What follows belongs to an exercise in optimizing a design on an open flow for small area, a short achievable clock period and few clock cycles per item; a production flow would make more cautious choices.
The RTL was checked by simulation tests, not by an equivalence proof against the original design.
No activity file was given, so power comes from the tool's default toggle rates.

--- flow/standard.sh ---
#!/bin/bash
# synth_recipe.tcl (not shown) runs the flow's synth.tcl, then flattens the netlist and writes it again
# the make line also repeats each setting of config.mk as NAME=value (left out here)
make -C /OpenROAD-flow-scripts/flow DESIGN_CONFIG=/design/flow/config.mk WORK_HOME=/design/flow/orfs CLKGATE_MAP_FILE= SYNTH_SCRIPT=/design/flow/synth_recipe.tcl "${@:-finish}"
--- flow/design.v ---
module bitwidth16 (
    input  wire [15:0] v,
    output reg  [4:0]  bits
);
    integer i;
    always @* begin
        bits = 5'd0;
        for (i = 0; i < 16; i = i + 1)
            if (v[i])
                bits = i + 1;
    end
endmodule
module filtcore (
    input  wire        clk,
    input  wire        rst,
    input  wire        cmd_valid,
    output wire        cmd_ready,
    input  wire [31:0] cmd_word,
    output wire        rsp_valid,
    input  wire        rsp_ready,
    output wire [31:0] rsp_word,
    output wire [1:0]  err_sticky
);
    reg [15:0] al_l, al_h;       
    reg        cfg_l, cfg_h;
    reg [15:0] last_l, last_h;
    reg [5:0]  al_n;
    reg [3:0]  ash_n;
    reg        cfg_n;
    reg [9:0]  ls_n;             
    reg [1:0]  err_q;
    reg        va;               
    reg [1:0]  ua, oa;
    reg        ia;
    reg [15:0] xa;               
    reg [2:0]  sia;              
    reg        k_hi, k_mid, k_lo;    
    reg        ve;               
    reg        e_l, e_h, e_n;    
    reg        e_cin;            
    reg        e_fin;            
    reg        e_step;           
    reg        e_clr;            
    reg [1:0]  est;              
    reg [22:0] ep;               
    reg [6:0]  eb;               
    reg [15:0] ex;               
    reg        rv;               
    reg [1:0]  rs;
    reg [15:0] rr;               
    reg [15:0] rx;               
    reg        r_h;              
    wire en = !rv || rsp_ready;
    wire [1:0]  cu = cmd_word[19:18];
    wire [1:0]  co = cmd_word[17:16];
    wire [15:0] cd = cmd_word[15:0];
    wire cill = (cmd_word[31:20] != 12'd0) || (cu == 2'd3) ||
                (co == 2'd3 && cd != 16'd0);
    wire p_go;
    wire a_rel;
    assign cmd_ready = !rst && (!va || a_rel);
    wire accept = cmd_valid && cmd_ready;
    always @(posedge clk) begin
        if (rst)
            va <= 1'b0;
        else if (accept)
            va <= 1'b1;
        else if (a_rel)
            va <= 1'b0;
    end
    wire        cw;
    wire [15:0] new_al;
    wire        fw      = cw && ua == {1'b0, cu[0]};
    wire        big_new = new_al[15:7] != 9'd0;
    wire        big_c   = fw ? big_new : (cu[0] ? al_h[15:7] != 9'd0 : al_l[15:7] != 9'd0);
    wire        cfg_c   = fw || (cu[0] ? cfg_h : cfg_l);
    wire        slow_c  = !cill && !cu[1] && co == 2'd1 && cfg_c && big_c;
    wire [4:0]  cx_bits;
    bitwidth16 u_bw_x (.v(cd), .bits(cx_bits));
    wire [2:0]  csi   = (cx_bits > 5'd10) ? cx_bits - 5'd10 : 3'd0;
    wire [15:0] cxs   = cd >> csi;
    wire        cnorm = cu == 2'd2 && co == 2'd1;
    always @(posedge clk) begin
        if (accept) begin
            ua  <= cu;
            oa  <= co;
            ia  <= cill;
            xa  <= cnorm ? {6'd0, cxs[9:0]} : cd;
            sia <= csi;
        end
    end
    always @(posedge clk) begin
        if (accept) begin
            k_hi  <= slow_c;
            k_mid <= 1'b0;
            k_lo  <= 1'b0;
        end else if (p_go) begin
            k_hi  <= 1'b0;
            k_mid <= k_hi;
            k_lo  <= k_mid;
        end
    end
    wire basic   = !ua[1];
    wire is_init = oa == 2'd0;
    wire is_proc = oa == 2'd1;
    wire is_setc = oa == 2'd2;
    wire is_rst  = oa == 2'd3;
    wire [15:0] al_s  = ua[0] ? al_h : al_l;
    wire        cfg_s = ua[1] ? cfg_n : (ua[0] ? cfg_h : cfg_l);
    wire [8:0]  oh_s  = 9'd0 - al_s[15:7];       
    wire step = !ia && is_proc && cfg_s;
    wire fin  = !k_hi && !k_mid;
    assign p_go  = va && en;
    assign a_rel = p_go && fin;
    reg [6:0]  pa, pb;
    reg [15:0] px;
    always @* begin
        if (!basic) begin
            pa = {1'b0, al_n};
            pb = 7'd64 - {1'b0, al_n};
            px = xa;
        end else begin
            px = xa;
            if (k_hi) begin
                pa = {5'd0, al_s[15:14]};
                pb = {5'd0, oh_s[8:7]};
            end else if (k_mid) begin
                pa = al_s[13:7];
                pb = oh_s[6:0];
            end else begin
                pa = al_s[6:0];
                pb = ~al_s[6:0];
            end
        end
    end
    wire [22:0] prod;
    mac7x16 u_mac_p (.b(pa), .l(px), .p(23'd0), .c(23'd0), .t(prod));
    wire [4:0]  nsh  = {1'b0, ash_n} + {2'd0, sia};
    reg [1:0] pst;
    always @* begin
        if (ia)                    pst = 2'd1;
        else if (is_proc && !cfg_s) pst = 2'd2;
        else                       pst = 2'd0;
    end
    assign new_al = xa + 16'd1;
    wire [4:0]  raw_bits;
    bitwidth16 u_bw_raw (.v(xa), .bits(raw_bits));
    wire [3:0]  new_ash = (raw_bits > 5'd6) ? raw_bits - 5'd6 : 4'd0;
    wire [15:0] raw_sh  = xa >> new_ash;
    assign cw = p_go && !ia && (is_init || is_setc);
    always @(posedge clk) begin
        if (!rst && cw && ua == 2'd0) al_l <= new_al;
        if (!rst && cw && ua == 2'd1) al_h <= new_al;
        if (!rst && cw && ua == 2'd2) begin
            al_n  <= raw_sh[5:0];
            ash_n <= new_ash;
        end
    end
    always @(posedge clk) begin
        if (rst) begin
            cfg_l <= 1'b0;
            cfg_h <= 1'b0;
            cfg_n <= 1'b0;
            err_q <= 2'd0;
        end else begin
            if (cw && ua == 2'd0) cfg_l <= 1'b1;
            if (cw && ua == 2'd1) cfg_h <= 1'b1;
            if (cw && ua == 2'd2) cfg_n <= 1'b1;
            if (p_go && pst == 2'd1) err_q[0] <= 1'b1;
            if (p_go && pst == 2'd2) err_q[1] <= 1'b1;
        end
    end
    always @(posedge clk) begin
        if (rst)
            ve <= 1'b0;
        else if (en)
            ve <= p_go;
    end
    always @(posedge clk) begin
        if (p_go) begin
            e_l    <= ua == 2'd0;
            e_h    <= ua == 2'd1;
            e_n    <= ua[1];
            e_cin  <= k_mid || k_lo;
            e_fin  <= fin;
            e_step <= step;
            e_clr  <= !ia && (is_init || is_rst);
            est    <= pst;
            ep     <= prod;
            eb     <= pb;
            ex     <= basic ? xa : {11'd0, nsh};
        end
    end
    wire e_go = ve && en;
    wire [15:0] el = ({16{e_l}} & last_l) | ({16{e_h}} & last_h) |
                     ({16{e_n}} & {6'd0, ls_n});
    wire [15:0] ec = {16{e_cin}} & rr;
    wire [22:0] t;
    mac7x16 u_mac_e (.b(eb), .l(el), .p(ep), .c({ec, 7'd0}), .t(t));
    wire [15:0] yb = t[22:7];
    wire [15:0] s   = t[15:0];
    wire [4:0]  e   = ex[4:0];
    wire [31:0] sh  = {16'd0, s} << e;
    wire        sat = sh[31:22] != 10'd0;
    wire [15:0] yn  = sat ? 16'hFFFF : sh[21:6];
    wire [4:0]  sb;
    bitwidth16 u_bw_s (.v(s), .bits(sb));
    wire [5:0]  ub  = {1'b0, sb} + {1'b0, e};        
    wire [15:0] top_r = s >> (sb - 5'd10);
    wire [15:0] top_l = s << (5'd10 - sb);
    wire [9:0]  top = (sb >= 5'd10) ? top_r[9:0] : top_l[9:0];
    wire [9:0]  ls_next = sat ? 10'h3FF : (ub > 6'd16) ? top : sh[15:6];
    always @(posedge clk) begin
        if (rst) begin
            last_l <= 16'd0;
            last_h <= 16'd0;
            ls_n   <= 10'd0;
        end else if (e_go) begin
            if (e_fin) begin
                if (e_l) begin
                    if (e_clr) last_l <= 16'd0;
                    else if (e_step) last_l <= yb;
                end
                if (e_h) begin
                    if (e_clr) last_h <= 16'd0;
                    else if (e_step) last_h <= yb;
                end
                if (e_n) begin
                    if (e_clr) ls_n <= 10'd0;
                    else if (e_step) ls_n <= ls_next;
                end
            end
        end
    end
    always @(posedge clk) begin
        if (rst)
            rv <= 1'b0;
        else if (en)
            rv <= e_go && e_fin;
    end
    always @(posedge clk) begin
        if (e_go) begin
            rs  <= est;
            rx  <= ex;
            r_h <= e_fin && e_step && e_h;
            if (e_fin && !e_step)
                rr <= 16'd0;
            else if (e_fin && e_n)
                rr <= yn;
            else if (e_fin)
                rr <= yb;
            else
                rr <= t[15:0];
        end
    end
    wire [16:0] hd  = {1'b0, rx} - {1'b0, rr};
    wire [15:0] hb  = hd[16] ? 16'd0 : hd[15:0];
    wire [15:0] res = r_h ? hb : rr;
    assign rsp_valid  = rv && !rst;
    assign rsp_word   = {14'd0, rs, res};
    assign err_sticky = err_q;
endmodule
module mac7x16 (
    input  wire [6:0]  b,
    input  wire [15:0] l,
    input  wire [22:0] p,
    input  wire [22:0] c,
    output wire [22:0] t
);
    wire [22:0] r0 = b[0] ? {7'd0, l}       : 23'd0;
    wire [22:0] r1 = b[1] ? {6'd0, l, 1'd0} : 23'd0;
    wire [22:0] r2 = b[2] ? {5'd0, l, 2'd0} : 23'd0;
    wire [22:0] r3 = b[3] ? {4'd0, l, 3'd0} : 23'd0;
    wire [22:0] r4 = b[4] ? {3'd0, l, 4'd0} : 23'd0;
    wire [22:0] r5 = b[5] ? {2'd0, l, 5'd0} : 23'd0;
    wire [22:0] r6 = b[6] ? {1'd0, l, 6'd0} : 23'd0;
    wire [22:0] s1a = r0 ^ r1 ^ r2;
    wire [22:0] c1a = {(r0 & r1 | r0 & r2 | r1 & r2), 1'b0};
    wire [22:0] s1b = r3 ^ r4 ^ r5;
    wire [22:0] c1b = {(r3 & r4 | r3 & r5 | r4 & r5), 1'b0};
    wire [22:0] s1c = r6 ^ p ^ c;
    wire [22:0] c1c = {(r6 & p | r6 & c | p & c), 1'b0};
    wire [22:0] s2a = s1a ^ c1a ^ s1b;
    wire [22:0] c2a = {(s1a & c1a | s1a & s1b | c1a & s1b), 1'b0};
    wire [22:0] s2b = c1b ^ s1c ^ c1c;
    wire [22:0] c2b = {(c1b & s1c | c1b & c1c | s1c & c1c), 1'b0};
    wire [22:0] s3 = s2a ^ c2a ^ s2b;
    wire [22:0] c3 = {(s2a & c2a | s2a & s2b | c2a & s2b), 1'b0};
    wire [22:0] s4 = s3 ^ c3 ^ c2b;
    wire [22:0] c4 = {(s3 & c3 | s3 & c2b | c3 & c2b), 1'b0};
    assign t = s4 + c4;
endmodule
--- flow/flow/run.sh ---
#!/bin/bash
set -euo pipefail
bash standard.sh SETUP_SLACK_MARGIN=6 finish > standard.log 2>&1
--- flow/constraint.sdc ---
create_clock -name core_clock -period 14.0 [get_ports {clk}]
set_input_delay 2.8000 -clock core_clock [delete_from_list [all_inputs] [get_ports {clk}]]
set_output_delay 2.8000 -clock core_clock [all_outputs]
set_load 0.01 [all_outputs]
--- flow/config.mk ---
export PLATFORM = sky130hd
export DESIGN_NAME = filtcore
export DESIGN_NICKNAME = filtcore
export VERILOG_FILES = /design/flow/design.v
export SDC_FILE = /design/flow/constraint.sdc
export NUM_CORES = 4
export LEC_CHECK = 0
export CAP_MARGIN = 20
export CORE_MARGIN = 2
export CORE_UTILIZATION = 60
export PLACE_DENSITY = 0.7
export SLEW_MARGIN = 20
==> run summary, run 1 <==
- Type of the worst setup path: flop to flop
- Top FF cell, synth: edfxtp_1
- Via count: 18.2k
- Routability congestion estimate: 1.00
- Final Skew: 20.8 ps
- # H-tree levels: 1
- Post-synthesis mux area share: 5.39%
- DR pass1 iterations: 7
- Final min period: 7820 ps
- Worst setup EP type: flop
- Unique masters post-synth: 85
- DRC: 0
- CP max stage cell: xnor2_1
- DR WL/cell: 22.3 um
- Area leader, netlist: edfxtp_1
- Main area contributors after synthesis: edfxtp_1 22%, fa_1 17%, ha_1 7.0%
- Clock root cell: clkbuf_16
- Maximum Capacitance Violations: 0
- Core Util, Final: 67.9%
- Pwr Density: 209 nW/um2
- Startpoint Class: flop
- Hold/Removal Path Class: flop to flop
- Final wirelength: 64.3 mm
- Worst r2r src: e_l
- Port Buffers: 57
- Combinational family with the most area after synthesis: adder cells
- R2R depth: 29
- Starting DRT DRC Count: 1786
- CP max FO: 14
- Final ANT Viol Nets: 0
- Cells after synthesis: 2345
- Simple-gate share of the synthesized area: 17.3%
- Reg-to-Reg End: ls_n[8]
- First-pass GRT wire length: 101 mm
- # rows: 69
- Leakage: 10.1 nW
- Share of power burned in combinational logic: 71.0%
- Nets: 2736
- Max Clk Rate: 128 MHz
- Arr. time, crit path: 8210 ps
- Critical Path RT: 14390 ps
- Syn-to-layout area delta: 11.7%
- Worst path most repeated cell: buf_4
- Global-route usage over all layers: 34.1%
- Met1 Resource Use GR: 46.3%
- Synth Area in Compound Gates: 15.9%
- Synth Register Bits: 209
- ANT cells: 0
- Clock latency on the worst-skew pair: 530 ps
- CTS Sinks: 209
- Gr busiest metal: met2
- Mapped Area: 21600 um2
- Chip Height: 194 um
- Psw: 2.46 mW
- Cts hold-fix bufs: 0
- Final Cycle Share: 55.9%
- Initial antenna violation count: 0
- Routing usage on met3: 5.16%
- Die X: 194 um
- Synth top area share: 21.9%
- Setup slack, reg-to-reg: 6180 ps
- Dpl hpwl: 48.8 mm
- Switching Fraction: 49.0%
- CTS Buffer Depth: 3
- Most common cell in the netlist: inv_1
- Number of flops mapped to enable cells by yosys: 157
- Post-synthesis adder-cell area fraction: 23.9%
- Die area: 37500 um2
- Fraction of final layout cells sized beyond drive strength 1: 10.1%
- Hold EP: rx[11]
- Int Power: 2.57 mW
- Hold depth: 0
- CTS tree: done
- Sequential area share after synthesis: 26.7%
- Count of pins over their slew limit: 0
- Clock slew at reported path FFs: 60 ps
- Post-synthesis xor/xnor area fraction: 3.29%
- CTS Buf Count: 24
- Vias in the first global route: 17.9k
- HP Start: ex[11]
- Gr ovfl total: 0
- RSZ-0062 raised after global routing: yes
- Slew HR: 23.6%
- Clock Power Share: 12.7%
- Final setup TNS: 0 ps
- Grt met2 use: 55.0%
- Setup Viol. Count Final: 0
- Status: no timing/DRC/antenna violations
- Largest net degree at the start of global routing: 46
- Max incr delay on CP: 720 ps
- Syn Area/Cell: 9.19 um2
- Flop pwr share: 16.3%
- Post-synth top cells: 272 x inv_1, 181 x fa_1, 166 x and2_1, 162 x nand2_1, 157 x edfxtp_1
- Syn. warnings: 2
- Worst Max-Slew Pin Slew: 1140 ps
- Ys async rst share: 0%
- I/O pins: 72
- Final Hold Vio Count: 0
- Mean number of vias per cell: 6.34
- Maximum VDD drop: 0.178 mV
- Initial Util: 60.8%
- Core area: 35500 um2
-- final cells by class --
type / count / area [um2]
clock buffer: 32 / 641
multi-input combinational: 1736 / 14600
inverter: 275 / 1040
fill: 2817 / 11400
tap: 461 / 577
clock inverter: 12 / 156
timing repair buffer: 153 / 1330
sequential: 209 / 5760
-- worst max-delay path: cells and delay by family (launching register included) --
kind / cells / cell delay, ps
fa+ha+maj: 6 / 2400
compound gates: 8 / 1890
buf+inv: 9 / 1260
xor+xnor: 2 / 860
simple gates: 3 / 440
flops: 1 / 410
mux: 1 / 410
-- layout by cell type, fill, tap and decap left out, types with 24 or more instances in the layout --
cell / synthesis / routed
inv_1: 272 / 268
fa_1: 181 / 179
and2_1: 166 / 165
edfxtp_1: 157 / 157
nand2_1: 162 / 154
nor2_1: 152 / 152
a21oi_1: 131 / 127
ha_1: 120 / 114
buf_4: 14 / 88
mux2i_1: 71 / 71
o21ai_0: 80 / 71
nor2b_1: 62 / 62
clkdlybuf4s50_1: 0 / 57
nor3_1: 57 / 54
xnor2_1: 54 / 52
dfxtp_1: 52 / 52
nand3_1: 40 / 40
o22ai_1: 37 / 36
clkbuf_16: 0 / 24
-- cells by family after synthesis --
logic type | Yosys count
adders and majority gates | 303
xor gates and xnor gates | 81
other | 1
DFF | 209
AOI/OAI and AO/OA | 506
buffers and inverters | 413
muxes | 96
and+or+nand+nor | 736
-- repair_timing --
item	in CTS	in global routing
pin swaps	6	24
gates cloned	0	1
setup endpoints to repair	26	29
resized for setup	34	51
hold endpoints to repair	0	0
buffers inserted	20	40
-- flip-flops by register name (all words and copies together), names as in the netlist, 16 cells and up --
signal and flops:
ep 23, al_h 16, al_l 16, ex 16, last_h 16, last_l 16
rr 16, rx 16, xa 16
-- routing by layer --
| layer | vias up | share of wire, % |
|---|---|---|
| met4 | 0 | 4.6 |
| li1 | 8214 | - |
| met1 | 8957 | 41 |
| met3 | 180 | 8.3 |
| met2 | 885 | 46 |
| met5 | - | 0 |
-- metrics by stage --
stage	setup WS [ps]	cells	total power, mW	hold slack, ps	area, um2
finish	6180	2878	5.03	419	24100
CTS	5980	2837	4.60	420	23600
global route	5930	2878	5.30	430	24100
detailed placement	4550	2773	3.77	406	22400
floorplan	6110	2358	2.95	400	21600
global placement	4730	2773	3.79	407	22400
-- worst max path at each step --
stage / from / to / slack, ps / cells after the start
after detailed placement: e_l / ls_n[8] / 4550 / 30
after global placement: e_l / ls_n[2] / 4730 / 30
final: e_l / ls_n[8] / 6180 / 29
after CTS: e_l / ls_n[8] / 5980 / 27
after floorplan: e_l / ls_n[2] / 6110 / 31
after global routing: e_n / ls_n[6] / 5930 / 34
-- power groups by stage --
stage                     clock (mW)  combinational [mW]  sequential, mW
after global placement             0                2.96           0.832
after detailed placement           0                2.94           0.833
final                          0.639                3.57           0.821
after CTS                      0.643                3.14           0.818
after floorplan                    0                2.18           0.771
after global routing           0.666                3.81           0.823
Testbench counts, summed over its fixed seeds: cycles 16,024, items 16,000.
==> inputs of run 2 (changes only) <==
==> flow/flow/run.sh (replaced) <==
#!/bin/bash
set -euo pipefail
bash standard.sh ADDER_MAP_FILE= SETUP_SLACK_MARGIN=7 finish > standard.log 2>&1
==> run 2 against run 1 <==
Net effect: combinational power fell by 29%; sequential power down 3.4%; sequential share of layout area shrank 1.5 points; non-clock buffer count up 39; total power shrank 23%.
==> run summary, run 2 <==
- Status: no timing/DRC/antenna violations
- Max Clk Rate: 112 MHz
- Die area: 39300 um2
- Final ANT Viol Nets: 0
- Slew HR: 33.1%
- DR pass1 iterations: 7
- Maximum VDD drop: 0.144 mV
- Global-route usage over all layers: 34.9%
- Vias in the first global route: 19.9k
- Ys async rst share: 0%
- # H-tree levels: 1
- Most common cell in the netlist: nand2_1
- Final min period: 8940 ps
- Dpl hpwl: 51.8 mm
- Synth Register Bits: 209
- Largest net degree at the start of global routing: 50
- Clock root cell: clkbuf_16
- Most common cell after layout, fill and taps aside: nand2_1
- Fraction of final layout cells sized beyond drive strength 1: 13.1%
- Core area: 37400 um2
- RSZ-0062 raised after global routing: yes
- Top FF cell, synth: edfxtp_1
- Clock slew at reported path FFs: 60 ps
- Maximum Capacitance Violations: 0
- Worst r2r src: e_l
- Via count: 21.6k
- Final Cycle Share: 63.8%
- Die X: 198 um
- Setup Viol. Count Final: 0
- Syn Area/Cell: 8.03 um2
- CTS tree: done
- Cells after synthesis: 2816
- Nets: 2914
- CTS Buffer Depth: 3
- Area leader, netlist: edfxtp_1
- First-pass GRT wire length: 108 mm
- Commonest cells after routing, fill and taps aside: 393 x nand2_1, 268 x xnor2_1, 253 x nor2_1, 182 x a21oi_1, 157 x edfxtp_1
- Chip Height: 198 um
- Synth top area share: 20.8%
- CP max FO: 6
- Worst path most repeated cell: maj3_2
- PnR worst setup slack: 5060 ps
- Worst setup EP type: primary output
- Unique masters post-synth: 110
- Pwr Density: 152 nW/um2
- Inst Count DP: 3285
- Final setup TNS: 0 ps
- Main area contributors after synthesis: edfxtp_1 21%, xnor2_1 11%, nand2_1 6.6%
- Syn-to-layout area delta: 13.4%
- HP Start: ex[15]
- Final Hold Vio Count: 0
- Initial antenna violation count: 1
- Starting DRT DRC Count: 1909
- Crit-path cells: nand2b_4 -> maj3_2 -> maj3_2 -> maj3_2 -> maj3_2 -> maj3_2 -> maj3_2 -> maj3_2 -> maj3_2 -> maj3_2 -> maj3_2 -> maj3_2 -> maj3_2 -> maj3_2 -> nor2_4 -> o21ai_2 -> nor2_2 -> o21a_4 -> buf_6 -> buf_12 -> nor2_4 -> buf_6
- Routability congestion estimate: 0.968
- ANT cells: 0
- Count of pins over their slew limit: 0
- Largest register FFs: 23
- Clock latency on the worst-skew pair: 540 ps
- Type of the worst setup path: flop to primary output
- Final Non-Filler Cells: 3406
- Port Buffers: 57
- Final wirelength: 71.4 mm
- # rows: 71
- Post-place setup slack: 4960 ps
- Syn. warnings: 2
- Mapped Area: 22600 um2
- Cts hold-fix bufs: 0
- CP max stage cell: edfxtp_1
- Gr ovfl total: 0
- CTS Buf Count: 23
- Hold/Removal Path Class: flop to flop
- DRC: 0
- Critical Path RT: 11200 ps
- Top reg by flops: ep
- Startpoint Class: flop
- Number of flops mapped to enable cells by yosys: 157
- Hold depth: 0
- DR WL/cell: 21.0 um
- Post-synth top cells: 398 x nand2_1, 288 x xnor2_1, 268 x nor2_1, 190 x a21oi_1, 157 x edfxtp_1
- Worst Max-Slew Pin Slew: 1000 ps
- Worst setup path start: rx[0]
- Sequential area share after synthesis: 25.4%
- R2R depth: 28
- Mean number of vias per cell: 6.33
- Initial Util: 60.5%
- I/O pins: 72
- Max incr delay on CP: 380 ps
- CTS Sinks: 209
- Fin Hold WS: 419 ps
- Arr. time, crit path: 6140 ps
- Leakage: 9.30 nW
- Final Skew: 23.7 ps
==> run 2: changes by cell type after synthesis, sizes merged, moves of 120 or more <==
cell   before  now
inv       274   89
maj3        2  127
ha        120    0
nand2     164  398
and2      166   33
xnor2      54  292
fa        181    0
==> run 2: cell type report <==
type	instances	area, um2
Fill cell	3045	11700
Sequential cell	209	5760
Inverter	95	362
Clock buffer	28	594
Tap cell	511	639
Multi-Input combinational cell	2357	16500
Timing Repair Buffer	192	1690
Clock inverter	14	106
==> run 2: logic make-up (layout without fill, tap and decap cells) <==
kind of cell             after synthesis  in the layout  synth area share, %
AO/OA/AOI/OAI                        647            647                 18.9
XOR/XNOR                             450            450                 20.1
adder cells (fa/ha/maj)              127            127                 5.68
buffers and inverters                263            329                 4.79
flip-flops                           209            209                 25.4
multiplexers                          92             92                 4.24
other                                  1             14               0.0166
AND/OR/NAND/NOR                     1027           1027                 20.9
==> run 2: where the power goes <==
part	internal, mW	leakage [nW]	switching (mW)	total, mW
combinational	0.986	7.09	1.54	2.53
clock	0.322	0.342	0.252	0.574
sequential	0.733	1.87	0.0601	0.793
total	2.04	9.30	1.85	3.89
==> run 2: per-layer routing <==
| metal | GRT usage (%) | routed length (um) | up-vias |
|---|---|---|---|
| li1 | - | - | 10091 |
| met4 | 16.9 | 4390 | 0 |
| met2 | 60.4 | 33800 | 970 |
| met1 | 43.0 | 27900 | 10281 |
| met5 | 0 | 0 | - |
| met3 | 4.58 | 5230 | 227 |
==> run 2: path summary, 6_finish.rpt <==
kind | to | slack, ps
worst max-delay path | rsp_word[4] | 5060
worst min-delay path | rx[15] | 420
worst max register to register | rr[11] | 7060
worst min register to register | rx[15] | 420
==> run 2: worst max-delay path: cells and delay by family (launching register included) <==
kind / cells / cell delay [ps]
buffers and inverters: 3 / 380
adder cells (fa/ha/maj): 13 / 4170
AO/OA/AOI/OAI: 2 / 230
flip-flops: 1 / 380
AND/OR/NAND/NOR: 4 / 410
==> run 2: repair_timing <==
action / 4_1_cts / 5_1_grt
resized for setup: 104 / 98
cloned: 0 / 3
pin swaps: 28 / 56
endpoints found under the setup margin: 54 / 48
setup buffers: 28 / 48
==> run 2: through the flow <==
stage / utilization, % / total power [mW] / instance area [um2]
after floorplan: - / 2.46 / 22800
after global routing: 68.6 / 4.07 / 25700
final: 68.6 / 3.89 / 25700
after detailed placement: 63.4 / 3.04 / 23700
after CTS: 66.3 / 3.67 / 24800
after global placement: 63.4 / 3.03 / 23700
==> inputs of run 3 (changes only) <==
==> flow/flow/run.sh (replaced) <==
#!/bin/bash
set -euo pipefail
bash standard.sh SETUP_SLACK_MARGIN=6.5 finish > standard.log 2>&1
--- a/flow/config.mk
+++ b/flow/config.mk
@@ -7,6 +7,6 @@
 export LEC_CHECK = 0
 export CAP_MARGIN = 20
 export CORE_MARGIN = 2
-export CORE_UTILIZATION = 60
-export PLACE_DENSITY = 0.7
+export CORE_UTILIZATION = 65
+export PLACE_DENSITY = 0.75
 export SLEW_MARGIN = 20
==> run 3 against run 2 <==
Net effect: still clean; hold slack got worse by 4.9 ps; area after synthesis decreased by 4.7%; sequential cell count unchanged; clock skew is 16 ps lower; first-iteration DRC count is 19% higher; die area shrank 12%; sequential share of layout area is 0.089 points higher; non-clock buffer count increased by 31.
==> run summary, run 3 <==
- Cells after synthesis: 2345
- Top reg by flops: ep
- Leakage: 10.7 nW
- Commonest cells after routing, fill and taps aside: 261 x inv_1, 175 x fa_1, 162 x and2_1, 157 x edfxtp_1, 152 x nand2_1
- First-pass GRT wire length: 103 mm
- Area leader, netlist: edfxtp_1
- Starting DRT DRC Count: 2279
- Worst setup EP type: flop
- Syn-to-layout area delta: 18.5%
- Mapped Area: 21600 um2
- Die X: 186 um
- ANT cells: 0
- Status: no timing/DRC/antenna violations
- Final ANT Viol Nets: 0
- CTS Buffer Depth: 3
- Port Buffers: 57
- CTS Buf Count: 24
- CP max FO: 30
- Pwr Density: 221 nW/um2
- I/O pins: 72
- Gr ovfl total: 0
- Final wirelength: 69.3 mm
- Clock Power Share: 11.4%
- # H-tree levels: 1
- Unique masters post-synth: 85
- Core area: 32600 um2
- Post-synth top cells: 272 x inv_1, 181 x fa_1, 166 x and2_1, 162 x nand2_1, 157 x edfxtp_1
- Initial antenna violation count: 0
- Vias in the first global route: 18.7k
- Switching Fraction: 49.5%
- Core Util, Final: 78.3%
- Die area: 34600 um2
- Final min period: 8070 ps
- Most common cell after layout, fill and taps aside: inv_1
- Final Non-Filler Cells: 2930
- Setup Viol. Count Final: 0
- # rows: 66
- Synth top area share: 21.9%
- CP max stage cell: a311oi_2
- Main area contributors after synthesis: edfxtp_1 22%, fa_1 17%, ha_1 7.0%
- Type of the worst setup path: flop to flop
- Sequential area share after synthesis: 26.7%
- Final Cycle Share: 57.6%
- Arr. time, crit path: 8440 ps
- Share of power burned in combinational logic: 74.6%
- Largest net degree at the start of global routing: 46
- Via count: 19.2k
- Inst Count DP: 2756
- PnR worst setup slack: 5930 ps
- Most common cell in the netlist: inv_1
- Number of flops mapped to enable cells by yosys: 157
- Ys async rst share: 0%
- Final Hold Vio Count: 0
- Maximum VDD drop: 0.289 mV
- CTS tree: done
- Global-route usage over all layers: 39.2%
- DR WL/cell: 23.6 um
- DRC: 0
- Syn. warnings: 2
- Mean number of vias per cell: 6.56
- Reg area: 5760 um2
- Psw: 2.79 mW
- Nets: 2807
- Syn Area/Cell: 9.19 um2
- Int Power: 2.85 mW
- Cts hold-fix bufs: 0
- Slew HR: 25.6%
- Final Skew: 7.40 ps
- Hold/Removal Path Class: flop to flop
- Critical Path RT: 14370 ps
- Flop pwr share: 14.0%
- Post-place setup slack: 4640 ps
- Max Clk Rate: 124 MHz
- Clock slew at reported path FFs: 60 ps
- Fillers: 2066
- Top FF cell, synth: edfxtp_1
- Area of the multi-input gates: 15400 um2
- Final setup TNS: 0 ps
- Fraction of final layout cells sized beyond drive strength 1: 16.8%
- Largest register FFs: 23
- RSZ-0062 raised after global routing: yes
- Maximum Capacitance Violations: 0
- Clock root cell: clkbuf_16
- Setup slack, reg-to-reg: 5930 ps
- Max incr delay on CP: 770 ps
- Count of pins over their slew limit: 0
- Dpl hpwl: 47.6 mm
- Worst path most repeated cell: buf_4
- Synth Register Bits: 209
- Worst Max-Slew Pin Slew: 1120 ps
- Chip Height: 186 um
- Clock latency on the worst-skew pair: 530 ps
- Routability congestion estimate: 1.04
- Initial Util: 66.1%
- CTS Sinks: 209
- Final Power: 5.64 mW
- DR pass1 iterations: 6
- Startpoint Class: flop
==> run 3: changes by cell type in the layout (fill, tap and decap cells not counted), sizes merged, moves of 125 or more <==
| cell | previous run | this run |
|---|---|---|
| maj3 | 127 | 2 |
| nand2 | 398 | 164 |
| inv | 90 | 271 |
| and2 | 33 | 166 |
| fa | 0 | 181 |
| xnor2 | 292 | 54 |
==> run 3: metrics by stage <==
step | instance area (um2) | hold slack, ps
after CTS | 24300 | 414
after global routing | 25600 | 426
after global placement | 22500 | 401
after floorplan | 21700 | 400
after detailed placement | 22500 | 405
final | 25600 | 414
==> run 3: logic make-up after synthesis <==
kind of cell	after synthesis	share of synthesized area [%]
mux	96	5.39
compound gates	506	15.9
other cells	1	0.0174
flops	209	26.7
xor+xnor	81	3.29
simple gates	736	17.3
buf+inv	413	7.56
fa+ha+maj	303	23.9
==> run 3: final timing paths <==
kind	startpoint	endpoint	cells after the start
min	ex[14]	rx[14]	0
max	e_n	ls_n[3]	31
min reg2reg	ex[14]	rx[14]	0
max reg2reg	e_n	ls_n[3]	31
==> run 3: critical path, delay by kind of cell, from the launching register on <==
| family | cells | cell delay [ps] |
|---|---|---|
| AO/OA/AOI/OAI | 8 | 2380 |
| adder cells (fa/ha/maj) | 6 | 2270 |
| buffers and inverters | 11 | 1460 |
| AND/OR/NAND/NOR | 5 | 1240 |
| flip-flops | 1 | 360 |
| XOR/XNOR | 1 | 150 |
==> run 3: final cells by class <==
class                   count  share of cell area [%]
clock buffers              31                    2.65
clock inverters            13                   0.514
multi-input cells        1737                    60.1
repair buffers            223                    7.88
inverters                 275                    4.13
well taps                 442                    2.16
flip-flops and latches    209                    22.5
==> run 3: what timing repair did <==
item | in CTS | in global routing
gates resized for setup | 99 | 148
setup endpoints to repair | 46 | 46
setup buffers | 65 | 63
pin swaps | 38 | 71
cloned | 1 | 1
==> run 3: metal layers <==
metal,global-route usage [%],vias up,share of wire [%]
met4,20.9,0,7.1
li1,-,8359,-
met3,8.63,361,10
met5,0,-,0
met2,63.9,1192,46
met1,48.9,9316,36
==> run 3: power groups by stage <==
stage	registers (mW)	clock network [mW]	logic, mW
after floorplan	0.771	0	2.22
after global placement	0.800	0	3.02
after detailed placement	0.801	0	3.02
after CTS	0.786	0.642	3.53
after global routing	0.792	0.667	4.42
final	0.789	0.644	4.21
==> inputs of run 4 (changes only) <==
--- a/flow/design.v
+++ b/flow/design.v
@@ -25,6 +25,7 @@
     reg        cfg_l, cfg_h;
     reg [15:0] last_l, last_h;
     reg [5:0]  al_n;
+    reg [6:0]  om_n;             
     reg [3:0]  ash_n;
     reg        cfg_n;
     reg [9:0]  ls_n;             
@@ -117,7 +118,7 @@
     always @* begin
         if (!basic) begin
             pa = {1'b0, al_n};
-            pb = 7'd64 - {1'b0, al_n};
+            pb = 7'd0;                   
             px = xa;
         end else begin
             px = xa;
@@ -153,6 +154,7 @@
         if (!rst && cw && ua == 2'd1) al_h <= new_al;
         if (!rst && cw && ua == 2'd2) begin
             al_n  <= raw_sh[5:0];
+            om_n  <= 7'd64 - {1'b0, raw_sh[5:0]};
             ash_n <= new_ash;
         end
     end
@@ -192,13 +194,13 @@
         end
     end
     wire e_go = ve && en;
-    wire [15:0] el = ({16{e_l}} & last_l) | ({16{e_h}} & last_h) |
-                     ({16{e_n}} & {6'd0, ls_n});
+    wire [15:0] el = e_h ? last_h : last_l;
     wire [15:0] ec = {16{e_cin}} & rr;
     wire [22:0] t;
     mac7x16 u_mac_e (.b(eb), .l(el), .p(ep), .c({ec, 7'd0}), .t(t));
     wire [15:0] yb = t[22:7];
-    wire [15:0] s   = t[15:0];
+    wire [15:0] s;
+    mac7x10 u_mac_n (.b(om_n), .l(ls_n), .p(ep[15:0]), .t(s));
     wire [4:0]  e   = ex[4:0];
     wire [31:0] sh  = {16'd0, s} << e;
     wire        sat = sh[31:22] != 10'd0;
@@ -290,3 +292,30 @@
     wire [22:0] c4 = {(s3 & c3 | s3 & c2b | c3 & c2b), 1'b0};
     assign t = s4 + c4;
 endmodule
+module mac7x10 (
+    input  wire [6:0]  b,
+    input  wire [9:0]  l,
+    input  wire [15:0] p,
+    output wire [15:0] t
+);
+    wire [15:0] r0 = b[0] ? {6'd0, l}       : 16'd0;
+    wire [15:0] r1 = b[1] ? {5'd0, l, 1'd0} : 16'd0;
+    wire [15:0] r2 = b[2] ? {4'd0, l, 2'd0} : 16'd0;
+    wire [15:0] r3 = b[3] ? {3'd0, l, 3'd0} : 16'd0;
+    wire [15:0] r4 = b[4] ? {2'd0, l, 4'd0} : 16'd0;
+    wire [15:0] r5 = b[5] ? {1'd0, l, 5'd0} : 16'd0;
+    wire [15:0] r6 = b[6] ? {l, 6'd0}       : 16'd0;
+    wire [15:0] s1a = r0 ^ r1 ^ r2;
+    wire [15:0] c1a = {(r0 & r1 | r0 & r2 | r1 & r2), 1'b0};
+    wire [15:0] s1b = r3 ^ r4 ^ r5;
+    wire [15:0] c1b = {(r3 & r4 | r3 & r5 | r4 & r5), 1'b0};
+    wire [15:0] s2a = s1a ^ c1a ^ s1b;
+    wire [15:0] c2a = {(s1a & c1a | s1a & s1b | c1a & s1b), 1'b0};
+    wire [15:0] s2b = c1b ^ r6 ^ p;
+    wire [15:0] c2b = {(c1b & r6 | c1b & p | r6 & p), 1'b0};
+    wire [15:0] s3 = s2a ^ c2a ^ s2b;
+    wire [15:0] c3 = {(s2a & c2a | s2a & s2b | c2a & s2b), 1'b0};
+    wire [15:0] s4 = s3 ^ c3 ^ c2b;
+    wire [15:0] c4 = {(s3 & c3 | s3 & c2b | c3 & c2b), 1'b0};
+    assign t = s4 + c4;
+endmodule
==> flow/flow/run.sh (replaced) <==
#!/bin/bash
set -euo pipefail
bash standard.sh SETUP_SLACK_MARGIN=7.5 finish > standard.log 2>&1
--- a/flow/config.mk
+++ b/flow/config.mk
@@ -7,6 +7,5 @@
 export LEC_CHECK = 0
 export CAP_MARGIN = 20
 export CORE_MARGIN = 2
-export CORE_UTILIZATION = 65
-export PLACE_DENSITY = 0.75
+export CORE_UTILIZATION = 50
 export SLEW_MARGIN = 20
==> run 4 against run 3 <==
Net effect: sequential cell count is 6 higher; routed wire length is 11% higher; sequential power is 6.3% higher; clock skew is 8.0 ps higher; hold slack better by 4.3 ps; critical endpoint is now rr[11].
==> run summary, run 4 <==
- RSZ-0062 raised after global routing: yes
- Sequential area share after synthesis: 24.1%
- Final ANT Viol Nets: 0
- Syn Area/Cell: 9.23 um2
- Final Hold Vio Count: 0
- Top reg by flops: ep
- Inst Count DP: 3303
- Final Non-Filler Cells: 3500
- Core area: 48800 um2
- Unique masters post-synth: 102
- Post-place setup slack: 6110 ps
- Clock root cell: clkbuf_16
- Commonest cells after routing, fill and taps aside: 321 x inv_1, 230 x fa_1, 221 x nand2_1, 219 x and2_1, 163 x edfxtp_1
- Most common cell in the netlist: inv_1
- Post-synth top cells: 333 x inv_1, 235 x fa_1, 227 x nand2_1, 224 x and2_1, 163 x edfxtp_1
- Reg area: 5950 um2
- Cells after synthesis: 2674
- Fraction of final layout cells sized beyond drive strength 1: 18.3%
- I/O pins: 72
- Vias in the first global route: 20.6k
- Leakage: 12.3 nW
- Die X: 226 um
- Core Util, Final: 60.3%
- Nets: 3236
- Largest net degree at the start of global routing: 52
- Global-route usage over all layers: 30.2%
- Top FF cell, synth: edfxtp_1
- Setup slack, reg-to-reg: 7110 ps
- Status: no timing/DRC/antenna violations
- Main area contributors after synthesis: edfxtp_1 20%, fa_1 19%, ha_1 7.6%
- Initial Util: 50.5%
- Synth top area share: 19.8%
- Slew HR: 23.1%
- Maximum Capacitance Violations: 0
- Type of the worst setup path: flop to flop
- CTS Sinks: 215
- PnR worst setup slack: 7110 ps
- First-pass GRT wire length: 118 mm
- Max Clk Rate: 145 MHz
- Arr. time, crit path: 7170 ps
- Critical Path RT: 14280 ps
- Cts hold-fix bufs: 0
- Mapped Area: 24700 um2
- Syn. warnings: 2
- Starting DRT DRC Count: 1617
- Pwr Density: 166 nW/um2
- Mean number of vias per cell: 5.83
- Routability congestion estimate: 0.928
- Clock latency on the worst-skew pair: 560 ps
- CP max FO: 5
- Count of pins over their slew limit: 0
- Largest register FFs: 23
- Via count: 20.4k
- Area leader, netlist: edfxtp_1
- Gr ovfl total: 0
- Final min period: 6890 ps
- Final setup TNS: 0 ps
- CTS Buffer Depth: 3
- Worst setup EP type: flop
- Area of the multi-input gates: 18400 um2
- DRC: 0
- Startpoint Class: flop
- DR pass1 iterations: 5
- Maximum VDD drop: 0.171 mV
- Hold/Removal Path Class: flop to flop
- Final wirelength: 76.7 mm
- Fillers: 4254
- Most common cell after layout, fill and taps aside: inv_1
- Port Buffers: 57
- Ys async rst share: 0%
- Final Skew: 15.4 ps
- Final Cycle Share: 49.2%
- Chip Height: 226 um
- Setup Viol. Count Final: 0
- # rows: 81
- Syn-to-layout area delta: 19.4%
- Dpl hpwl: 57.5 mm
- Clock slew at reported path FFs: 60 ps
- Worst Max-Slew Pin Slew: 1150 ps
- CTS tree: done
- CTS Buf Count: 25
- Synth Register Bits: 215
- Initial antenna violation count: 1
- DR WL/cell: 21.9 um
- Number of flops mapped to enable cells by yosys: 163
- # H-tree levels: 1
- Die area: 51100 um2
run 4: per-layer routing:
metal	GRT usage, %	wire (um)
met5	0	0
met4	10.0	2780
met3	5.41	5040
met2	50.5	36800
met1	39.5	32000
run 4: layout make-up:
class,count,share of cell area [%]
timing repair buffer,243,7.36
antenna,1,0.00850
clock inverter,14,0.319
inverter,337,4.35
clock buffer,32,2.39
tap,664,2.82
sequential,215,20.2
multi-input combinational,1994,62.6
run 4: final timing paths:
kind,startpoint,cells after the start,endpoint
worst max-delay path,om_n[2],25,rr[11]
worst min-delay path,ex[9],0,rx[9]
worst max register to register,om_n[2],25,rr[11]
worst min register to register,ex[9],0,rx[9]
run 4: cell families after synthesis:
family          count (synthesis)  synth area share [%]
other cells                     1                0.0152
flops                         215                  24.1
buf+inv                       479                  7.61
mux                           126                  6.05
compound gates                511                  13.9
simple gates                  858                  18.0
xor+xnor                       98                  3.69
fa+ha+maj                     386                  26.7
run 4: critical path: stages, from the launching register on:
cell,delay [ps]
edfxtp_1,450
buf_6,160
and2_4,150
fa_1,490
inv_2,40
fa_1,540
fa_1,440
fa_1,570
inv_2,50
ha_4,180
or4_4,540
o22a_4,270
xnor2_4,240
buf_4,160
buf_6,80
buf_4,100
o21ai_0,90
o22ai_2,170
buf_6,150
o221ai_2,120
or4b_4,570
o41ai_4,380
buf_4,210
nand2_4,90
o22ai_2,240
o22ai_2,110
run 4: power by group:
group / total, mW / switching (mW) / internal [mW]
Clock: 0.643 / 0.284 / 0.359
Combinational: 3.39 / 1.95 / 1.44
Sequential: 0.839 / 0.0797 / 0.759
Total: 4.88 / 2.31 / 2.56
run 4: timing repair:
| item | in CTS | in global routing |
|---|---|---|
| setup endpoints to repair | 58 | 52 |
| cloned | 3 | 2 |
| pin swaps | 68 | 54 |
| buffers inserted | 107 | 38 |
| hold endpoints to repair | 0 | 0 |
| resized for setup | 299 | 84 |
run 4: per-stage QoR:
stage | power (mW) | hold WS (ps) | instance area [um2]
after floorplan | 2.69 | 400 | 24900
after global placement | 3.42 | 401 | 25900
after detailed placement | 3.42 | 405 | 25900
after CTS | 4.57 | 420 | 28600
after global routing | 5.15 | 423 | 29400
final | 4.88 | 418 | 29500
Testbench counts of run 4, summed over its fixed seeds: cycles 16,024, items 16,000.
==> inputs of run 5 (changes only) <==
--- a/flow/design.v
+++ b/flow/design.v
@@ -25,7 +25,6 @@
     reg        cfg_l, cfg_h;
     reg [15:0] last_l, last_h;
     reg [5:0]  al_n;
-    reg [6:0]  om_n;             
     reg [3:0]  ash_n;
     reg        cfg_n;
     reg [9:0]  ls_n;             
@@ -49,8 +48,6 @@
     reg        rv;               
     reg [1:0]  rs;
     reg [15:0] rr;               
-    reg [15:0] rx;               
-    reg        r_h;              
     wire en = !rv || rsp_ready;
     wire [1:0]  cu = cmd_word[19:18];
     wire [1:0]  co = cmd_word[17:16];
@@ -118,7 +115,7 @@
     always @* begin
         if (!basic) begin
             pa = {1'b0, al_n};
-            pb = 7'd0;                   
+            pb = 7'd64 - {1'b0, al_n};
             px = xa;
         end else begin
             px = xa;
@@ -135,7 +132,10 @@
         end
     end
     wire [22:0] prod;
-    mac7x16 u_mac_p (.b(pa), .l(px), .p(23'd0), .c(23'd0), .t(prod));
+    wire [22:0] pca, pcb;
+    wire [23:0] prod24;
+    mac7x16 u_mac_p (.b(pa), .l(px), .p(23'd0), .c(23'd0), .sa(pca), .sb(pcb), .t(prod24));
+    assign prod = prod24[22:0];
     wire [4:0]  nsh  = {1'b0, ash_n} + {2'd0, sia};
     reg [1:0] pst;
     always @* begin
@@ -154,7 +154,6 @@
         if (!rst && cw && ua == 2'd1) al_h <= new_al;
         if (!rst && cw && ua == 2'd2) begin
             al_n  <= raw_sh[5:0];
-            om_n  <= 7'd64 - {1'b0, raw_sh[5:0]};
             ash_n <= new_ash;
         end
     end
@@ -194,13 +193,25 @@
         end
     end
     wire e_go = ve && en;
-    wire [15:0] el = e_h ? last_h : last_l;
+    wire [15:0] el = ({16{e_l}} & last_l) | ({16{e_h}} & last_h) |
+                     ({16{e_n}} & {6'd0, ls_n});
     wire [15:0] ec = {16{e_cin}} & rr;
     wire [22:0] t;
-    mac7x16 u_mac_e (.b(eb), .l(el), .p(ep), .c({ec, 7'd0}), .t(t));
+    wire [22:0] ta, tb;          
+    wire [23:0] t24;
+    mac7x16 u_mac_e (.b(eb), .l(el), .p(ep), .c({ec, 7'd0}), .sa(ta), .sb(tb), .t(t24));
+    assign t = t24[22:0];
+    wire        c7  = ({1'b0, ta[6:0]} + {1'b0, tb[6:0]}) >> 7;
+    wire [17:0] hx  = {2'b00, ex};
+    wire [17:0] hna = {2'b11, ~ta[22:7]};
+    wire [17:0] hnb = {2'b11, ~tb[22:7]};
+    wire [17:0] hs  = hx ^ hna ^ hnb;
+    wire [17:0] hc  = {(hx & hna | hx & hnb | hna & hnb), 1'b1};
+    wire [17:0] hd  = hs + hc + {17'd0, !c7};           
+    wire        hneg = t24[23] ? (hd[17] && !hd[16]) : hd[17];
+    wire [15:0] hb  = hneg ? 16'd0 : hd[15:0];
     wire [15:0] yb = t[22:7];
-    wire [15:0] s;
-    mac7x10 u_mac_n (.b(om_n), .l(ls_n), .p(ep[15:0]), .t(s));
+    wire [15:0] s   = t[15:0];
     wire [4:0]  e   = ex[4:0];
     wire [31:0] sh  = {16'd0, s} << e;
     wire        sat = sh[31:22] != 10'd0;
@@ -243,23 +254,20 @@
     always @(posedge clk) begin
         if (e_go) begin
             rs  <= est;
-            rx  <= ex;
-            r_h <= e_fin && e_step && e_h;
             if (e_fin && !e_step)
                 rr <= 16'd0;
             else if (e_fin && e_n)
                 rr <= yn;
+            else if (e_fin && e_h)
+                rr <= hb;
             else if (e_fin)
                 rr <= yb;
             else
                 rr <= t[15:0];
         end
     end
-    wire [16:0] hd  = {1'b0, rx} - {1'b0, rr};
-    wire [15:0] hb  = hd[16] ? 16'd0 : hd[15:0];
-    wire [15:0] res = r_h ? hb : rr;
     assign rsp_valid  = rv && !rst;
-    assign rsp_word   = {14'd0, rs, res};
+    assign rsp_word   = {14'd0, rs, rr};
     assign err_sticky = err_q;
 endmodule
 module mac7x16 (
@@ -267,7 +275,9 @@
     input  wire [15:0] l,
     input  wire [22:0] p,
     input  wire [22:0] c,
-    output wire [22:0] t
+    output wire [22:0] sa,
+    output wire [22:0] sb,
+    output wire [23:0] t
 );
     wire [22:0] r0 = b[0] ? {7'd0, l}       : 23'd0;
     wire [22:0] r1 = b[1] ? {6'd0, l, 1'd0} : 23'd0;
@@ -290,32 +300,7 @@
     wire [22:0] c3 = {(s2a & c2a | s2a & s2b | c2a & s2b), 1'b0};
     wire [22:0] s4 = s3 ^ c3 ^ c2b;
     wire [22:0] c4 = {(s3 & c3 | s3 & c2b | c3 & c2b), 1'b0};
-    assign t = s4 + c4;
-endmodule
-module mac7x10 (
-    input  wire [6:0]  b,
-    input  wire [9:0]  l,
-    input  wire [15:0] p,
-    output wire [15:0] t
-);
-    wire [15:0] r0 = b[0] ? {6'd0, l}       : 16'd0;
-    wire [15:0] r1 = b[1] ? {5'd0, l, 1'd0} : 16'd0;
-    wire [15:0] r2 = b[2] ? {4'd0, l, 2'd0} : 16'd0;
-    wire [15:0] r3 = b[3] ? {3'd0, l, 3'd0} : 16'd0;
-    wire [15:0] r4 = b[4] ? {2'd0, l, 4'd0} : 16'd0;
-    wire [15:0] r5 = b[5] ? {1'd0, l, 5'd0} : 16'd0;
-    wire [15:0] r6 = b[6] ? {l, 6'd0}       : 16'd0;
-    wire [15:0] s1a = r0 ^ r1 ^ r2;
-    wire [15:0] c1a = {(r0 & r1 | r0 & r2 | r1 & r2), 1'b0};
-    wire [15:0] s1b = r3 ^ r4 ^ r5;
-    wire [15:0] c1b = {(r3 & r4 | r3 & r5 | r4 & r5), 1'b0};
-    wire [15:0] s2a = s1a ^ c1a ^ s1b;
-    wire [15:0] c2a = {(s1a & c1a | s1a & s1b | c1a & s1b), 1'b0};
-    wire [15:0] s2b = c1b ^ r6 ^ p;
-    wire [15:0] c2b = {(c1b & r6 | c1b & p | r6 & p), 1'b0};
-    wire [15:0] s3 = s2a ^ c2a ^ s2b;
-    wire [15:0] c3 = {(s2a & c2a | s2a & s2b | c2a & s2b), 1'b0};
-    wire [15:0] s4 = s3 ^ c3 ^ c2b;
-    wire [15:0] c4 = {(s3 & c3 | s3 & c2b | c3 & c2b), 1'b0};
-    assign t = s4 + c4;
+    assign sa = s4;
+    assign sb = c4;
+    assign t  = {1'b0, s4} + {1'b0, c4};
 endmodule
==> flow/flow/run.sh (replaced) <==
#!/bin/bash
set -euo pipefail
bash standard.sh SETUP_SLACK_MARGIN=6 finish > standard.log 2>&1
--- a/flow/config.mk
+++ b/flow/config.mk
@@ -7,5 +7,6 @@
 export LEC_CHECK = 0
 export CAP_MARGIN = 20
 export CORE_MARGIN = 2
-export CORE_UTILIZATION = 50
+export CORE_UTILIZATION = 60
+export PLACE_DENSITY = 0.7
 export SLEW_MARGIN = 20
==> run 5 against run 4 <==
Net effect: still clean; total power increased by 11%; hold slack improved by 23 ps; sequential power decreased by 13%; worst setup slack got worse by 960 ps; highest routed layer unchanged.
==> run summary, run 5 <==
- Status: no timing/DRC/antenna violations
- Global-route usage over all layers: 36.5%
- Die area: 38900 um2
- Chip Height: 197 um
- CTS Buffer Depth: 2
- Most common cell after layout, fill and taps aside: inv_1
- Met3 WL: 5.11 mm
- Mean number of vias per cell: 6.44
- Count of pins over their slew limit: 0
- Startpoint Class: flop
- Starting DRT DRC Count: 1776
- Number of flops mapped to enable cells by yosys: 140
- Port Buffers: 57
- Worst Max-Slew Pin Slew: 1230 ps
- # rows: 70
- Maximum VDD drop: 0.166 mV
- Syn Area/Cell: 8.95 um2
- Slew HR: 17.7%
- Largest net degree at the start of global routing: 61
- Core Util, Final: 67.4%
- CP max FO: 14
- Synth top area share: 18.8%
- Gr ovfl total: 0
- First-pass GRT wire length: 109 mm
- # H-tree levels: 4
- Max Clk Rate: 127 MHz
- Post-place setup slack: 4040 ps
- Largest register FFs: 23
- DR WL/cell: 23.2 um
- CTS Sinks: 192
- Top FF cell, synth: edfxtp_1
- Post-synth top cells: 285 x inv_1, 197 x fa_1, 197 x nand2_1, 160 x nor2_1, 149 x and2_1
- Critical Path RT: 14140 ps
- Nets: 2892
- Area leader, netlist: edfxtp_1
- Via count: 19.4k
- DRC: 0
- Syn. warnings: 2
- I/O pins: 72
- Final wirelength: 70.0 mm
- Cts hold-fix bufs: 0
- Metal-1 WL: 26.0 mm
- Unique masters post-synth: 109
- Syn-to-layout area delta: 10.4%
- Worst setup EP type: flop
- Initial antenna violation count: 0
- Top reg by flops: ep
- DR pass1 iterations: 6
- Core area: 36700 um2
- Vias in the first global route: 19.4k
- Main area contributors after synthesis: edfxtp_1 19%, fa_1 18%, ha_1 6.8%
- Final Hold Vio Count: 0
- Sequential area share after synthesis: 23.4%
- Most common cell in the netlist: inv_1
- CTS Buf Count: 17
- Commonest cells after routing, fill and taps aside: 283 x inv_1, 194 x fa_1, 189 x nand2_1, 157 x nor2_1, 149 x and2_1
- Die X: 197 um
- Met2 WL post-DR: 34.2 mm
- Final setup TNS: 0 ps
- Type of the worst setup path: flop to flop
- Ys async rst share: 0%
- Clock slew at reported path FFs: 80 ps
- Arr. time, crit path: 7990 ps
- Initial Util: 61.1%
- Pwr Density: 219 nW/um2
- ANT cells: 0
- Clock latency on the worst-skew pair: 450 ps
- RSZ-0062 raised after global routing: yes
- Clock root cell: clkbuf_16
- Dpl hpwl: 53.9 mm
- Final ANT Viol Nets: 0
- Setup Viol. Count Final: 0
- Mapped Area: 22400 um2
- Hold/Removal Path Class: flop to flop
- Final Cycle Share: 56.0%
- CTS tree: done
- Final Power: 5.42 mW
- Maximum Capacitance Violations: 0
- Fraction of final layout cells sized beyond drive strength 1: 10.7%
- Max layer used: met4
- Cells after synthesis: 2506
- Routability congestion estimate: 1.04
- PnR worst setup slack: 6150 ps
- Final min period: 7850 ps
- Final Skew: 12.0 ps
- Leakage: 10.2 nW
- Synth Register Bits: 192
run 5: cell count changes in the layout (fill, tap and decap cells not counted), moves of 26 or more:
| cell | before | now |
|---|---|---|
| nand2_1 | 221 | 189 |
| inv_1 | 321 | 283 |
| nor3_1 | 29 | 62 |
| buf_6 | 26 | 0 |
| buf_4 | 154 | 86 |
| fa_1 | 230 | 194 |
| and2_1 | 219 | 149 |
| o21ai_0 | 49 | 77 |
run 5: worst paths after layout:
| check | endpoint | slack (ps) | start | depth (start not counted) |
|---|---|---|---|---|
| min | rs[1] | 440 | est[1] | 0 |
| max | rr[15] | 6150 | e_l | 22 |
| max reg2reg | rr[15] | 6150 | e_l | 22 |
| min reg2reg | rs[1] | 440 | est[1] | 0 |
run 5: layer usage:
layer / vias up / track usage, %
li1: 8766 / -
met2: 923 / 62.8
met3: 284 / 6.08
met4: 0 / 21.2
met5: - / 0
met1: 9466 / 43.3
run 5: area by class of cell:
type | instances | area (um2)
inverters | 290 | 1100
clock inverters | 14 | 160
repair buffers | 145 | 1260
multi-input cells | 1892 | 16000
flip-flops and latches | 192 | 5250
clock buffers | 18 | 429
fillers | 2967 | 12000
well taps | 468 | 586
run 5: repair_timing:
action / 4_1_cts / 5_1_grt
resized for setup: 55 / 50
setup buffers: 29 / 28
pin swaps: 17 / 21
setup endpoints to repair: 26 / 26
gates cloned: 1 / 1
run 5: metrics by stage:
step                      instances  instance area, um2  hold slack, ps
after global routing           3019               24700             464
after detailed placement       2928               23200             427
after global placement         2928               23200             408
final                          3019               24700             441
after floorplan                2519               22500             400
after CTS                      2990               24300             444
run 5: critical path: stages (launching register included):
cell and delay (ps):
edfxtp_1 420, buf_4 180, a222oi_1 390, buf_4 210, nor2b_1 50, fa_1 450, fa_1 520, inv_1 50
fa_1 530, inv_1 50, fa_2 560, ha_4 230, a211o_1 350, a211o_4 360, buf_4 150, a221oi_4 700
a221oi_1 320, o221a_2 370, a222oi_1 490, o2111a_1 340, a211oi_4 100, nor2_4 430, a311oi_2 270
run 5: power breakdown:
| part | switching [mW] | internal [mW] | leakage, nW |
|---|---|---|---|
| Clock | 0.241 | 0.256 | 0.291 |
| Sequential | 0.0542 | 0.679 | 1.72 |
| Combinational | 2.56 | 1.63 | 8.21 |
run 5: kinds of logic (layout without fill, tap and decap cells):
family          Yosys count  in the layout  synth area share (%)
xor+xnor                 71             71                  2.81
fa+ha+maj               318            318                  24.3
simple gates            820            820                  18.8
mux                     100            100                  5.01
buf+inv                 437            467                  7.84
flops                   192            192                  23.4
other cells               1             14                0.0167
compound gates          567            569                  17.8
Testbench counts of run 5, summed over its fixed seeds: cycles 16,024, items 16,000.
==> inputs of run 6 (changes only) <==
--- a/flow/config.mk
+++ b/flow/config.mk
@@ -5,8 +5,8 @@
 export SDC_FILE = /design/flow/constraint.sdc
 export NUM_CORES = 4
 export LEC_CHECK = 0
-export CAP_MARGIN = 20
+export CAP_MARGIN = 5
 export CORE_MARGIN = 2
 export CORE_UTILIZATION = 60
 export PLACE_DENSITY = 0.7
-export SLEW_MARGIN = 20
+export SLEW_MARGIN = 5
==> run 6 against run 5 <==
Net effect: worst setup slack lost 19 ps; sequential cell count is the same; clock skew is essentially flat; still clean on timing, DRC and antenna; sequential power is essentially flat; hold slack lost 2.1 ps; critical path depth is the same; non-clock buffer count is the same; largest power group unchanged; fmax shrank 0.24%; synthesized cell count is the same.
==> run summary, run 6 <==
- Initial antenna violation count: 0
- Startpoint Class: flop
- Crit-path cells: buf_4 -> a222oi_1 -> buf_4 -> nor2b_1 -> fa_1 -> fa_1 -> inv_1 -> fa_1 -> inv_1 -> fa_2 -> ha_4 -> a211o_1 -> a211o_4 -> buf_4 -> a221oi_4 -> a221oi_1 -> o221a_2 -> a222oi_1 -> o2111a_1 -> a211oi_4 -> nor2_4 -> a311oi_2
- Setup slack, reg-to-reg: 6140 ps
- CTS Buf Count: 17
- I/O pins: 72
- Max Clk Rate: 127 MHz
- CTS tree: done
- DP Area: 23200 um2
- Fraction of final layout cells sized beyond drive strength 1: 10.7%
- First-pass GRT wire length: 109 mm
- DR WL/cell: 23.2 um
- Type of the worst setup path: flop to flop
- Initial Util: 61.1%
- Crit path max-delay family: compound AO/OA/AOI/OAI gates
- Clock root cell: clkbuf_16
- Setup Viol. Count Final: 0
- Synth top area share: 18.8%
- Syn-to-layout area delta: 10.3%
- Worst Max-Slew Pin Slew: 1220 ps
- Post-route cell area: 24700 um2
- DRC: 0
- Syn Area/Cell: 8.95 um2
- ANT cells: 0
- Status: no timing/DRC/antenna violations
- Final ANT Viol Nets: 0
- Cts hold-fix bufs: 0
- Final setup TNS: 0 ps
- Largest register FFs: 23
- Nets: 2892
- Cells after synthesis: 2506
- Largest net degree at the start of global routing: 61
- Most common cell in the netlist: inv_1
- Number of flops mapped to enable cells by yosys: 140
- Starting DRT DRC Count: 1808
- Final wirelength: 70.0 mm
- Ys async rst share: 0%
- Syn. warnings: 2
- WP buf/inv: 5
- Unique masters post-synth: 109
- Core Util, Final: 67.4%
- Most common cell after layout, fill and taps aside: inv_1
- Final min period: 7860 ps
- HP Start: est[1]
- Hold/Removal Path Class: flop to flop
- Area of the multi-input gates: 16000 um2
- Slew HR: 17.6%
- Port Buffers: 57
- Final Hold Vio Count: 0
- CP max stage cell: a221oi_4
- Maximum Capacitance Violations: 0
- Mean number of vias per cell: 6.46
- Via count: 19.5k
- Hold EP: rs[1]
- Sequential area share after synthesis: 23.4%
- R2R depth: 22
- Reg area: 5250 um2
- CTS Buffer Depth: 2
- Worst setup path start: e_l
- Arr. time, crit path: 8010 ps
- Vias in the first global route: 19.4k
- Critical Path RT: 14140 ps
- Commonest cells after routing, fill and taps aside: 283 x inv_1, 194 x fa_1, 189 x nand2_1, 157 x nor2_1, 149 x and2_1
- Main area contributors after synthesis: edfxtp_1 19%, fa_1 18%, ha_1 6.8%
- CTS Sinks: 192
- DR pass1 iterations: 5
- Maximum VDD drop: 0.167 mV
- Final Cycle Share: 56.2%
- Worst r2r src: e_l
- Top FF cell, synth: edfxtp_1
- Pwr Density: 219 nW/um2
- Final Skew: 12.4 ps
- RSZ-0062 raised after global routing: yes
- Die area: 38900 um2
- Hold depth: 0
- Global-route usage over all layers: 36.5%
- Gr ovfl total: 0
- Cell count along the critical path: 22
- Final Power: 5.43 mW
- Leakage: 10.2 nW
- Worst setup EP type: flop
- Mapped Area: 22400 um2
- Max incr delay on CP: 690 ps
- Area leader, netlist: edfxtp_1
- Count of pins over their slew limit: 0
- # rows: 70
- Dpl hpwl: 53.9 mm
- Routability congestion estimate: 1.04
- Chip Height: 197 um
- Post-synth top cells: 285 x inv_1, 197 x fa_1, 197 x nand2_1, 160 x nor2_1, 149 x and2_1
- Reg-to-Reg End: rr[15]
- Synth Register Bits: 192
- Fillers: 2970
- # H-tree levels: 4
- Die X: 197 um
- Clock latency on the worst-skew pair: 450 ps
- CP max FO: 14
- Clock slew at reported path FFs: 80 ps
- Core area: 36700 um2
- Top reg by flops: ep
-- run 6: cell counts after synthesis --
Identical to the previous run, type by type.
-- run 6: worst max path at each step --
stage | slack (ps) | endpoint
2_1_floorplan | 6000 | ls_n[2]
3_3_place_gp | 4300 | ls_n[5]
3_5_place_dp | 4040 | ls_n[5]
4_1_cts | 6000 | ls_n[5]
5_1_grt | 5920 | rr[1]
6_report | 6140 | rr[15]
-- run 6: stage by stage --
step | setup slack [ps] | hold WS, ps | cells
6_report | 6140 | 439 | 3019
3_5_place_dp | 4040 | 427 | 2928
4_1_cts | 6000 | 444 | 2990
2_1_floorplan | 6000 | 400 | 2519
5_1_grt | 5920 | 464 | 3019
3_3_place_gp | 4300 | 408 | 2928
-- run 6: what timing repair did --
| item | 4_1_cts | 5_1_grt |
|---|---|---|
| hold endpoints to repair | 0 | 0 |
| setup endpoints to repair | 26 | 26 |
| setup buffers | 29 | 28 |
| gates resized for setup | 55 | 50 |
| cloned | 1 | 1 |
| pin swaps | 17 | 21 |
-- run 6: area by class of cell --
class	instances	area share [%]
Multi-Input combinational cell	1892	64.5
Sequential cell	192	21.2
Timing Repair Buffer	145	5.08
Inverter	290	4.43
Tap cell	468	2.37
Clock buffer	18	1.73
Clock inverter	14	0.647
-- run 6: where the power goes --
part	switching (mW)	total (mW)	internal (mW)	leakage [nW]
registers	0.0545	0.733	0.679	1.72
logic	2.56	4.20	1.63	8.21
clock network	0.241	0.497	0.256	0.291
total	2.86	5.43	2.57	10.2
-- run 6: logic make-up (layout without fill, tap and decap cells) --
group                      count (synthesis)  after routing  share of synthesized area, %
and+or+nand+nor                          820            820                          18.8
adders and majority gates                318            318                          24.3
xor gates and xnor gates                  71             71                          2.81
DFF                                      192            192                          23.4
buffers and inverters                    437            467                          7.84
AOI/OAI and AO/OA                        567            569                          17.8
muxes                                    100            100                          5.01
other                                      1             14                        0.0167
-- run 6: per-layer routing --
| layer | vias to the layer above | share of wire, % | track usage [%] |
|---|---|---|---|
| met2 | 927 | 49 | 62.8 |
| met1 | 9515 | 37 | 43.3 |
| met5 | - | 0 | 0 |
| met4 | 0 | 6.8 | 21.2 |
| met3 | 293 | 7.3 | 6.08 |
| li1 | 8771 | - | - |

## port drivers added, routing unchanged
The flow's constraints put no driver on any port. The routed layouts listed below were extracted and timed again, unchanged, in two steps. Step 1: set_driving_cell puts a clkbuf_16 on clk and a buf_2 on each other input, an assumption about the parent block. Step 2 times the ports against the registers' clock, not the clock port: input delays grow and output delays shrink by t, the midpoint of the rising clock arrivals with the driver on. Slacks: ideal / step 1 / step 2; pairs: ideal / step 1.
| run | t (ns) | setup slack, ns | worst hold slack (ns) | worst setup path after step 2 | latest minus earliest clock arrival (ns) |
|---|---|---|---|---|---|
| run 1 | 0.577 | 6.178 / 6.178 / 6.178 | 0.419 / 0.419 / 0.419 | register to register | 0.020 / 0.021 |
| run 2 | 0.585 | 5.063 / 5.011 / 5.596 | 0.419 / 0.419 / 0.419 | register to output | 0.024 / 0.024 |
| run 3 | 0.587 | 5.934 / 5.934 / 5.934 | 0.414 / 0.414 / 0.414 | register to register | 0.007 / 0.008 |
| run 4 | 0.612 | 7.115 / 7.115 / 7.115 | 0.418 / 0.418 / 0.418 | register to register | 0.016 / 0.016 |
| run 5 | 0.501 | 6.155 / 6.155 / 6.155 | 0.441 / 0.441 / 0.441 | register to register | 0.012 / 0.012 |
| run 6 | 0.499 | 6.136 / 6.136 / 6.136 | 0.439 / 0.439 / 0.439 | register to register | 0.013 / 0.013 |
After both steps every run listed still meets setup and hold.
